What follows belongs to an exercise in optimizing a design on an open flow for small area, a short achievable clock period and few clock cycles per item; a production flow would make more cautious choices. At most, simulation tests tie the RTL to the original design; equivalence was not proved.

== red ==
Design hme_fsearch, start of the top module:
module hme_fsearch (
    input  wire         clk,
    input  wire         rst,
    input  wire         start,
    input  wire [4:0]   grid_rows_m1,    
    input  wire [4:0]   grid_cols_m1,    
    output reg          busy,
    output reg          done,
    output wire         ref_req,
    output wire [8:0]   ref_y,
    output wire [8:0]   ref_x,
    input  wire [127:0] ref_row,
    output wire         tgt_req,
    output wire [8:0]   tgt_y,
    output wire [8:0]   tgt_x,
    input  wire [127:0] tgt_row,
    output reg          res_valid,
    output wire [4:0]   res_mb_row,
    output wire [4:0]   res_mb_col,
    output wire [4:0]   res_dy,
    output wire [4:0]   res_dx,
    output wire [15:0]  res_cost
);
    reg [4:0] gr_m1, gc_m1;
    reg [4:0] mb_r, mb_c;
    reg       run;                     
    wire top   = (mb_r == 5'd0);
    wire bot   = (mb_r == gr_m1);
    wire left  = (mb_c == 5'd0);
    wire right = (mb_c == gc_m1);
    reg              g_ph;             
    reg              g_wait;           
    reg              g_new;            
  ...
clock: 22.0 ns
lec_check: 0
cap_margin: 20
core_margin: 2
core_utilization: 25
cts_cluster_diameter: 80
cts_cluster_size: 30
place_density: 0.5
slew_margin: 20
standard.sh (not shown) runs the stock make flow with config.mk's settings and CLKGATE_MAP_FILE= SYNTH_SCRIPT=/design/flow/synth_recipe.tcl, a recipe that flattens the netlist after the stock synthesis.
==> flow/flow/run.sh <==
#!/bin/bash
# The standard layout, with the smallest buffer (buf_1) on the ports
# instead of the one buffer_ports picks by default.
set -euo pipefail
cd "$(dirname "$0")/.."
export BUFFER_PORTS_ARGS="-buffer_cell sky130_fd_sc_hd__buf_1"
export SETUP_SLACK_MARGIN=15.0
bash standard.sh > standard.log 2>&1
red reached the end of the flow, and the finished layout is clean on the timing, design-rule and antenna checks.
Testbench counts of red, summed over its fixed seeds: cycles 198,758, mbs 298.
What blue does differently from red at the input level:
diff --git a/flow/flow/run.sh b/flow/flow/run.sh
--- a/flow/flow/run.sh
+++ b/flow/flow/run.sh
@@ -7 +6,0 @@
-export SETUP_SLACK_MARGIN=15.0
Comparing number of clock buffer instances in the layout for blue and red, the smaller number came from red.
[compare] base=red new=blue: worst-case register-to-register setup slack shows a reduction of 0.86 ns, multi-input combinational cell area lower.
Input changes introduced in green (baseline for comparison: blue):
diff --git a/flow/flow/run.sh b/flow/flow/run.sh
--- a/flow/flow/run.sh
+++ b/flow/flow/run.sh
@@ -6,0 +7 @@
+export SETUP_SLACK_MARGIN=15.6
--- outcome ---
- The higher global-route usage came out of green.
- Timing, DRC, antenna: 0 failures across blue and green
- Delta (green minus blue): critical path depth saw an increase, layout overhead on the synthesized area saw an increase, number of max-slew violations in the final report saw little to no change, final standard cell utilization of the core saw an increase, met2 routing resource usage after global routing saw an increase.


Another version of the RTL of hme_fsearch (not shown whole).
For scale: roughly 2300 cells after synthesis, roughly 280 flip-flops, about 350 I/O pins, roughly 22000 sq um of cells after synthesis.
export LEC_CHECK = 0
export CAP_MARGIN = 20
export CORE_MARGIN = 2
export CORE_UTILIZATION = 25
export PLACE_DENSITY = 0.5
export SLEW_MARGIN = 20
create_clock -name core_clock -period 22.0 [get_ports {clk}]
==> flow/flow/run.sh <==
#!/bin/bash
# The standard layout (the standard.sh, unchanged scripts) with three
# layout choices:
#  - the smallest buffer (buf_1) on the ports instead of the one
#    buffer_ports picks by default;
#  - timing repair aimed at a setup slack of 15.2 ns on the 22 ns clock, so
#    that the resizer sizes up the critical paths (the clock and the
#    constraints are the design's);
#  - clock tree: sinks clustered 30 to a buffer, no dummy loads.
# Each tool's output is in the ORFS logs under orfs/logs; make's own output
# is in standard.log.
set -euo pipefail
cd "$(dirname "$0")/.."
export BUFFER_PORTS_ARGS="-buffer_cell sky130_fd_sc_hd__buf_1"
export SETUP_SLACK_MARGIN=15.4
export CTS_ARGS="-sink_clustering_enable -repair_clock_nets -sink_clustering_size 30 -sink_clustering_max_diameter 80 -dont_use_dummy_load"
bash standard.sh > standard.log 2>&1
The baseline ran to the end with no violations.
Testbench counts at the start, summed over its fixed seeds: cycles 198,758, mbs 298.
Rerun with:
--- a/flow/flow/run.sh
+++ b/flow/flow/run.sh
@@ -4,5 +4,5 @@
 #  - the smallest buffer (buf_1) on the ports instead of the one
 #    buffer_ports picks by default;
-#  - timing repair aimed at a setup slack of 15.2 ns on the 22 ns clock, so
+#  - timing repair aimed at a setup slack of 15.4 ns on the 22 ns clock, so
 #    that the resizer sizes up the critical paths (the clock and the
 #    constraints are the design's);
- The new run went through all stages and came out clean
- critical path depth does not change
- sequential cell count stays the same
- fmax does not change
- via count is unchanged
- clock skew does not change
- core utilization does not change
- setup slack stays the same
- global-route usage stays the same
- routed wire length stays the same


hme_fsearch, a different RTL version from the one above (not shown whole).
Size: roughly 350 I/O pins.
Design hme_fsearch, start of the top module:
module hme_fsearch (
    input  wire         clk,
    input  wire         rst,
    input  wire         start,
    input  wire [4:0]   grid_rows_m1,    
    input  wire [4:0]   grid_cols_m1,    
    output reg          busy,
    output reg          done,
    output wire         ref_req,
    output wire [8:0]   ref_y,
    output wire [8:0]   ref_x,
    input  wire [127:0] ref_row,
    output wire         tgt_req,
    output wire [8:0]   tgt_y,
    output wire [8:0]   tgt_x,
    input  wire [127:0] tgt_row,
    output reg          res_valid,
    output wire [4:0]   res_mb_row,
    output wire [4:0]   res_mb_col,
    output wire [4:0]   res_dy,
    output wire [4:0]   res_dx,
    output wire [15:0]  res_cost
);
==> flow/config.mk <==
export PLATFORM = sky130hd
export DESIGN_NAME = hme_fsearch
export DESIGN_NICKNAME = hme_fsearch
export VERILOG_FILES = /design/flow/design.v
export SDC_FILE = /design/flow/constraint.sdc
export NUM_CORES = 4
export LEC_CHECK = 0
export CAP_MARGIN = 20
export CORE_MARGIN = 2
export CORE_UTILIZATION = 25
export CTS_BUF_LIST = sky130_fd_sc_hd__clkbuf_8
export CTS_CLUSTER_SIZE = 20
export PLACE_DENSITY = 0.5
export SLEW_MARGIN = 20
==> flow/constraint.sdc <==
create_clock -name core_clock -period 22.0 [get_ports {clk}]
set_input_delay 4.4000 -clock core_clock [delete_from_list [all_inputs] [get_ports {clk}]]
set_output_delay 4.4000 -clock core_clock [all_outputs]
set_load 0.01 [all_outputs]
==> flow/flow/run.sh <==
#!/bin/bash
# The standard layout, with the smallest buffer (buf_1) on the ports
# instead of the one buffer_ports picks by default.
set -euo pipefail
cd "$(dirname "$0")/.."
export BUFFER_PORTS_ARGS="-buffer_cell sky130_fd_sc_hd__buf_1"
bash standard.sh > standard.log 2>&1
The first run produced a clean layout.
Testbench counts at the start, summed over its fixed seeds: cycles 202,040, mbs 298.
==> next run, changes <==
Settings changed: CTS_BUF_LIST sky130_fd_sc_hd__clkbuf_8 to unset, CTS_CLUSTER_SIZE 20 to unset.
Effect: Global-route usage is about the same. Worst hold slack is better by 0.0057 ns. Die area does not change. Cell count drops by 0.88%. Wire length drops by 0.89%.
==> next run, changes <==
==> flow/run.sh (new file) <==
#!/bin/bash
# synth_recipe.tcl (not shown) runs the flow's synth.tcl, then flattens the netlist and writes it again
# the make line also repeats each setting of config.mk as NAME=value (left out here)
make -C /OpenROAD-flow-scripts/flow DESIGN_CONFIG=/design/flow/config.mk WORK_HOME=/design/flow/orfs CLKGATE_MAP_FILE= SYNTH_SCRIPT=/design/flow/synth_recipe.tcl finish
removed: flow/flow/run.sh
removed: flow/standard.sh
Outcome:
- routed wire length grows by 1.5%
- non-clock buffer count shrinks by 1
- die area stays the same
- sequential cell count is unchanged
- count of clock-buffer cells in the layout grows by 3
- clock skew grows by 0.013 ns
- synthesized area stays the same
- worst setup slack loses 0.38 ns


== main ==
Starting RTL as in the previous note.
Design hme_fsearch, start of the top module:
module hme_fsearch (
    input  wire         clk,
    input  wire         rst,
    input  wire         start,
    input  wire [4:0]   grid_rows_m1,    
    input  wire [4:0]   grid_cols_m1,    
    output reg          busy,
    output reg          done,
    output wire         ref_req,
    output wire [8:0]   ref_y,
    output wire [8:0]   ref_x,
    input  wire [127:0] ref_row,
    output wire         tgt_req,
    output wire [8:0]   tgt_y,
    output wire [8:0]   tgt_x,
    input  wire [127:0] tgt_row,
    output reg          res_valid,
    output wire [4:0]   res_mb_row,
    output wire [4:0]   res_mb_col,
    output wire [4:0]   res_dy,
    output wire [4:0]   res_dx,
    output wire [15:0]  res_cost
);
    reg [4:0] gr_m1, gc_m1;
    reg [4:0] mb_r, mb_c;
    reg       run;                     
    wire top   = (mb_r == 5'd0);
    wire bot   = (mb_r == gr_m1);
    wire left  = (mb_c == 5'd0);
    wire right = (mb_c == gc_m1);
    reg              g_ph;             
    reg              g_wait;           
    reg              g_new;            
    reg              g_done;
    reg        [3:0] g_rad;
    reg signed [4:0] g_a, g_b;         
    reg signed [4:0] g_cy, g_cx;       
    wire signed [5:0] g_d  = g_ph ? {2'b00, g_rad} : {g_rad, 2'b00};
    wire signed [4:0] g_st = g_ph ? 5'sd1 : 5'sd4;
    wire signed [5:0] a_min = bot   ? 6'sd0 : -6'sd8;
    wire signed [5:0] a_max = top   ? 6'sd0 :  6'sd8;
    wire signed [5:0] b_min = right ? 6'sd0 : -6'sd8;
    wire signed [5:0] b_max = left  ? 6'sd0 :  6'sd8;
  ...
==> flow/config.mk <==
export PLATFORM = sky130hd
export DESIGN_NAME = hme_fsearch
export DESIGN_NICKNAME = hme_fsearch
export VERILOG_FILES = /design/flow/design.v
export SDC_FILE = /design/flow/constraint.sdc
export NUM_CORES = 4
export LEC_CHECK = 0
export CAP_MARGIN = 20
export CORE_MARGIN = 2
export CORE_UTILIZATION = 25
export CTS_CLUSTER_DIAMETER = 100
export CTS_CLUSTER_SIZE = 35
export PLACE_DENSITY = 0.5
export SLEW_MARGIN = 20
==> flow/constraint.sdc <==
create_clock -name core_clock -period 22.0 [get_ports {clk}]
set_input_delay 4.4000 -clock core_clock [delete_from_list [all_inputs] [get_ports {clk}]]
set_output_delay 4.4000 -clock core_clock [all_outputs]
set_load 0.01 [all_outputs]
==> flow/flow/run.sh <==
#!/bin/bash
# The standard layout, with the smallest buffer (buf_1) on the ports
# instead of the one buffer_ports picks by default.
set -euo pipefail
cd "$(dirname "$0")/.."
export BUFFER_PORTS_ARGS="-buffer_cell sky130_fd_sc_hd__buf_1"
bash standard.sh > standard.log 2>&1
The flow did not stop early for main: all stages ran, and the layout cleared the timing, design-rule and antenna checks.
Testbench counts of main, summed over its fixed seeds: cycles 202,040, mbs 298.
For the feature branch, these inputs were changed with respect to main:
- setting CTS_BUF_LIST to sky130_fd_sc_hd__clkbuf_4 for the first time
- changing CTS_CLUSTER_SIZE from 35 to 12
- changing PLACE_DENSITY from 0.5 to 0.65
- changing CORE_UTILIZATION from 25 to 50
- removing CTS_CLUSTER_DIAMETER (formerly 100)
Results
For main and the feature branch, there was not a single run that failed to finish clean. In the final design statistics, the feature branch uses fewer standard cells in total than main. On the feature branch: met3 layer wire length in the routed design is 250 µm lower than what main gave. Sort main and the feature branch by post-synthesis to final-layout area growth, descending, and main comes first.


hme_fsearch, a different RTL version from the one above (not shown whole).
For scale: about 2200 cells after synthesis, roughly 280 flip-flops, ~350 I/O pins, roughly 0.021 mm2 of cells after synthesis.
Settings: LEC_CHECK=0, CAP_MARGIN=20, CORE_MARGIN=2, CORE_UTILIZATION=25, CTS_CLUSTER_DIAMETER=80, CTS_CLUSTER_SIZE=30, PLACE_DENSITY=0.5, SLEW_MARGIN=20; clock period 22.0 ns.
==> flow/flow/run.sh <==
#!/bin/bash
# The standard layout, with the smallest buffer (buf_1) on the ports
# instead of the one buffer_ports picks by default.
set -euo pipefail
cd "$(dirname "$0")/.."
export BUFFER_PORTS_ARGS="-buffer_cell sky130_fd_sc_hd__buf_1"
export SETUP_SLACK_MARGIN=14.6
bash standard.sh > standard.log 2>&1
Testbench counts at the start, summed over its fixed seeds: cycles 198,758, mbs 298.
Rerun with:
--- a/flow/flow/run.sh
+++ b/flow/flow/run.sh
@@ -6,3 +6,3 @@
 export BUFFER_PORTS_ARGS="-buffer_cell sky130_fd_sc_hd__buf_1"
-export SETUP_SLACK_MARGIN=14.6
+export SETUP_SLACK_MARGIN=15.2
 bash standard.sh > standard.log 2>&1
Effect:
- The changed run finished clean
- synthesized cell count stays the same
- count of clock-buffer cells in the layout is higher by 1
- setup slack gets better by 0.26 ns
- non-clock buffer count goes up by 34
- sequential cell count stays the same
- first-iteration DRC count goes down by about 2.6%
- via count goes up by about 2.3%
- area after synthesis is unchanged
- maximum frequency climbs by 3.8%


before:
hme_fsearch, a different RTL version from the one above (not shown whole).
Size: ~2300 cells after synthesis, about 280 flip-flops, ~350 I/O pins, roughly 22000 um^2 of cells after synthesis.
clock: 22.0 ns
lec_check: 0
cap_margin: 20
core_margin: 2
core_utilization: 25
place_density: 0.5
slew_margin: 20
==> flow/flow/run.sh <==
#!/bin/bash
# The standard layout (the standard.sh, unchanged scripts) with three
# layout choices:
#  - the smallest buffer (buf_1) on the ports instead of the one
#    buffer_ports picks by default;
#  - timing repair aimed at a setup slack of 15.4 ns on the 22 ns clock, so
#    that the resizer sizes up the critical paths (the clock and the
#    constraints are the design's);
#  - clock tree: sinks clustered 30 to a buffer, no dummy loads.
# Each tool's output is in the ORFS logs under orfs/logs; make's own output
# is in standard.log.
set -euo pipefail
cd "$(dirname "$0")/.."
export BUFFER_PORTS_ARGS="-buffer_cell sky130_fd_sc_hd__buf_1"
export SETUP_SLACK_MARGIN=15.4
export CTS_ARGS="-sink_clustering_enable -repair_clock_nets -sink_clustering_size 30 -sink_clustering_max_diameter 80 -dont_use_dummy_load"
bash standard.sh > standard.log 2>&1
The flow did not stop early for before: all stages ran, and the layout cleared the timing, design-rule and antenna checks.
What after does differently from before at the input level:
--- a/flow/flow/run.sh
+++ b/flow/flow/run.sh
@@ -4,5 +4,5 @@
 #  - the smallest buffer (buf_1) on the ports instead of the one
 #    buffer_ports picks by default;
-#  - timing repair aimed at a setup slack of 15.4 ns on the 22 ns clock, so
+#  - timing repair aimed at a setup slack of 15.2 ns on the 22 ns clock, so
 #    that the resizer sizes up the critical paths (the clock and the
 #    constraints are the design's);
@@ -13,5 +13,5 @@
 cd "$(dirname "$0")/.."
 export BUFFER_PORTS_ARGS="-buffer_cell sky130_fd_sc_hd__buf_1"
-export SETUP_SLACK_MARGIN=15.4
+export SETUP_SLACK_MARGIN=15.2
 export CTS_ARGS="-sink_clustering_enable -repair_clock_nets -sink_clustering_size 30 -sink_clustering_max_diameter 80 -dont_use_dummy_load"
 bash standard.sh > standard.log 2>&1
==> run summary <==
- Diff before -> after: cell depth of the worst setup path moved up.
- Changes observed in after relative to before: period utilization higher.
- Compared with before, in after wire length grew by 560 um; core utilization dropped 0.67 points.
Function was not checked in any run of this note: the RTL went through the layout flow alone.


Setup of pine:
RTL: one of the versions met above, not the one the previous note started from.
Size: about 350 I/O pins.
Settings: LEC_CHECK=0, CAP_MARGIN=20, CORE_MARGIN=2, CORE_UTILIZATION=25, PLACE_DENSITY=0.5, SLEW_MARGIN=20; clock period 22.0 ns.
==> flow/flow/run.sh <==
#!/bin/bash
# The standard layout (the standard.sh, unchanged scripts) with three
# layout choices:
#  - the smallest buffer (buf_1) on the ports instead of the one
#    buffer_ports picks by default;
#  - timing repair aimed at a setup slack of 15.2 ns on the 22 ns clock, so
#    that the resizer sizes up the critical paths (the clock and the
#    constraints are the design's);
#  - clock tree: sinks clustered 30 to a buffer, no dummy loads.
# Each tool's output is in the ORFS logs under orfs/logs; make's own output
# is in standard.log.
set -euo pipefail
cd "$(dirname "$0")/.."
export BUFFER_PORTS_ARGS="-buffer_cell sky130_fd_sc_hd__buf_1"
export SETUP_SLACK_MARGIN=15.6
export CTS_ARGS="-sink_clustering_enable -repair_clock_nets -sink_clustering_size 30 -sink_clustering_max_diameter 80 -dont_use_dummy_load"
bash standard.sh > standard.log 2>&1
No stage failed in pine, and the final checks on the layout all came back clean.
Testbench counts of pine, summed over its fixed seeds: cycles 198,758, mbs 298.
### pine -> cedar
-- flow/flow/run.sh --
<<< pine, line 14
export BUFFER_PORTS_ARGS="-buffer_cell sky130_fd_sc_hd__buf_1"
export SETUP_SLACK_MARGIN=15.6
export CTS_ARGS="-sink_clustering_enable -repair_clock_nets -sink_clustering_size 30 -sink_clustering_max_diameter 80 -dont_use_dummy_load"
>>> cedar, line 14
export BUFFER_PORTS_ARGS="-buffer_cell sky130_fd_sc_hd__buf_1"
export SETUP_SLACK_MARGIN=15.5
export CTS_ARGS="-sink_clustering_enable -repair_clock_nets -sink_clustering_size 30 -sink_clustering_max_diameter 80 -dont_use_dummy_load"
Findings:
The area taken by multi-input logic gates in cedar was lower than what pine gave. Overall routing resource usage: cedar < pine. cedar vs pine on utilization: cedar is the lower one.

## separate check: timing with driven ports
Ports are ideal in the flow. The routed layouts listed here were re-timed in OpenROAD. Step 1, drivers: a clkbuf_16 drives clk and a buf_2 each remaining input, both assumed. Step 2 times the ports against the registers' clock, not the clock port: input delays grow and output delays shrink by t, the midpoint of the rising clock arrivals with the driver on. Three values: ideal ports, drivers, drivers and shift; two values: the first two.
run | t (ns) | setup WS [ns] | slew at the worst register clock pin (ns) | worst slew at a driven data input, ns | pins driven straight from the clock port
red | 0.621 | 15.177 / 15.215 / 14.593 | 0.11 / 0.11 | 0.10 | 1
blue | 0.618 | 14.399 / 14.399 / 14.165 | 0.11 / 0.11 | 0.08 | 1
green | 0.610 | 15.392 / 15.392 / 15.031 | 0.09 / 0.09 | 0.08 | 1
the first run of note 2 | 0.595 | 15.581 / 15.554 / 15.016 | 0.09 / 0.09 | 0.09 | 1
the second run of note 2 | 0.595 | 15.581 / 15.554 / 15.016 | 0.09 / 0.09 | 0.09 | 1
the first run of note 3 | 0.684 | 14.701 / 14.701 / 14.353 | 0.07 / 0.07 | 0.09 | 1
the second run of note 3 | 0.617 | 14.702 / 14.702 / 14.397 | 0.07 / 0.07 | 0.09 | 1
the third run of note 3 | 0.601 | 14.320 / 14.320 / 13.894 | 0.06 / 0.06 | 0.06 | 1
main | 0.609 | 14.711 / 14.711 / 14.404 | 0.12 / 0.12 | 0.10 | 1
the feature branch | 0.758 | 14.554 / 14.554 / 14.402 | 0.07 / 0.07 | 0.07 | 1
the first run of note 5 | 0.627 | 14.885 / 14.825 / 14.331 | 0.10 / 0.10 | 0.13 | 1
the second run of note 5 | 0.628 | 15.144 / 15.082 / 14.760 | 0.10 / 0.10 | 0.10 | 1
before | 0.608 | 15.530 / 15.565 / 14.962 | 0.11 / 0.11 | 0.08 | 1
after | 0.605 | 15.392 / 15.411 / 14.806 | 0.10 / 0.10 | 0.10 | 1
pine | 0.593 | 15.672 / 15.669 / 15.120 | 0.11 / 0.11 | 0.15 | 1
cedar | 0.620 | 15.628 / 15.614 / 15.050 | 0.11 / 0.11 | 0.08 | 1
After both steps setup and hold are still met in every run listed. The setup slack of after, which loses most, moves by +0.019 ns with the drivers and by -0.586 ns with both steps.
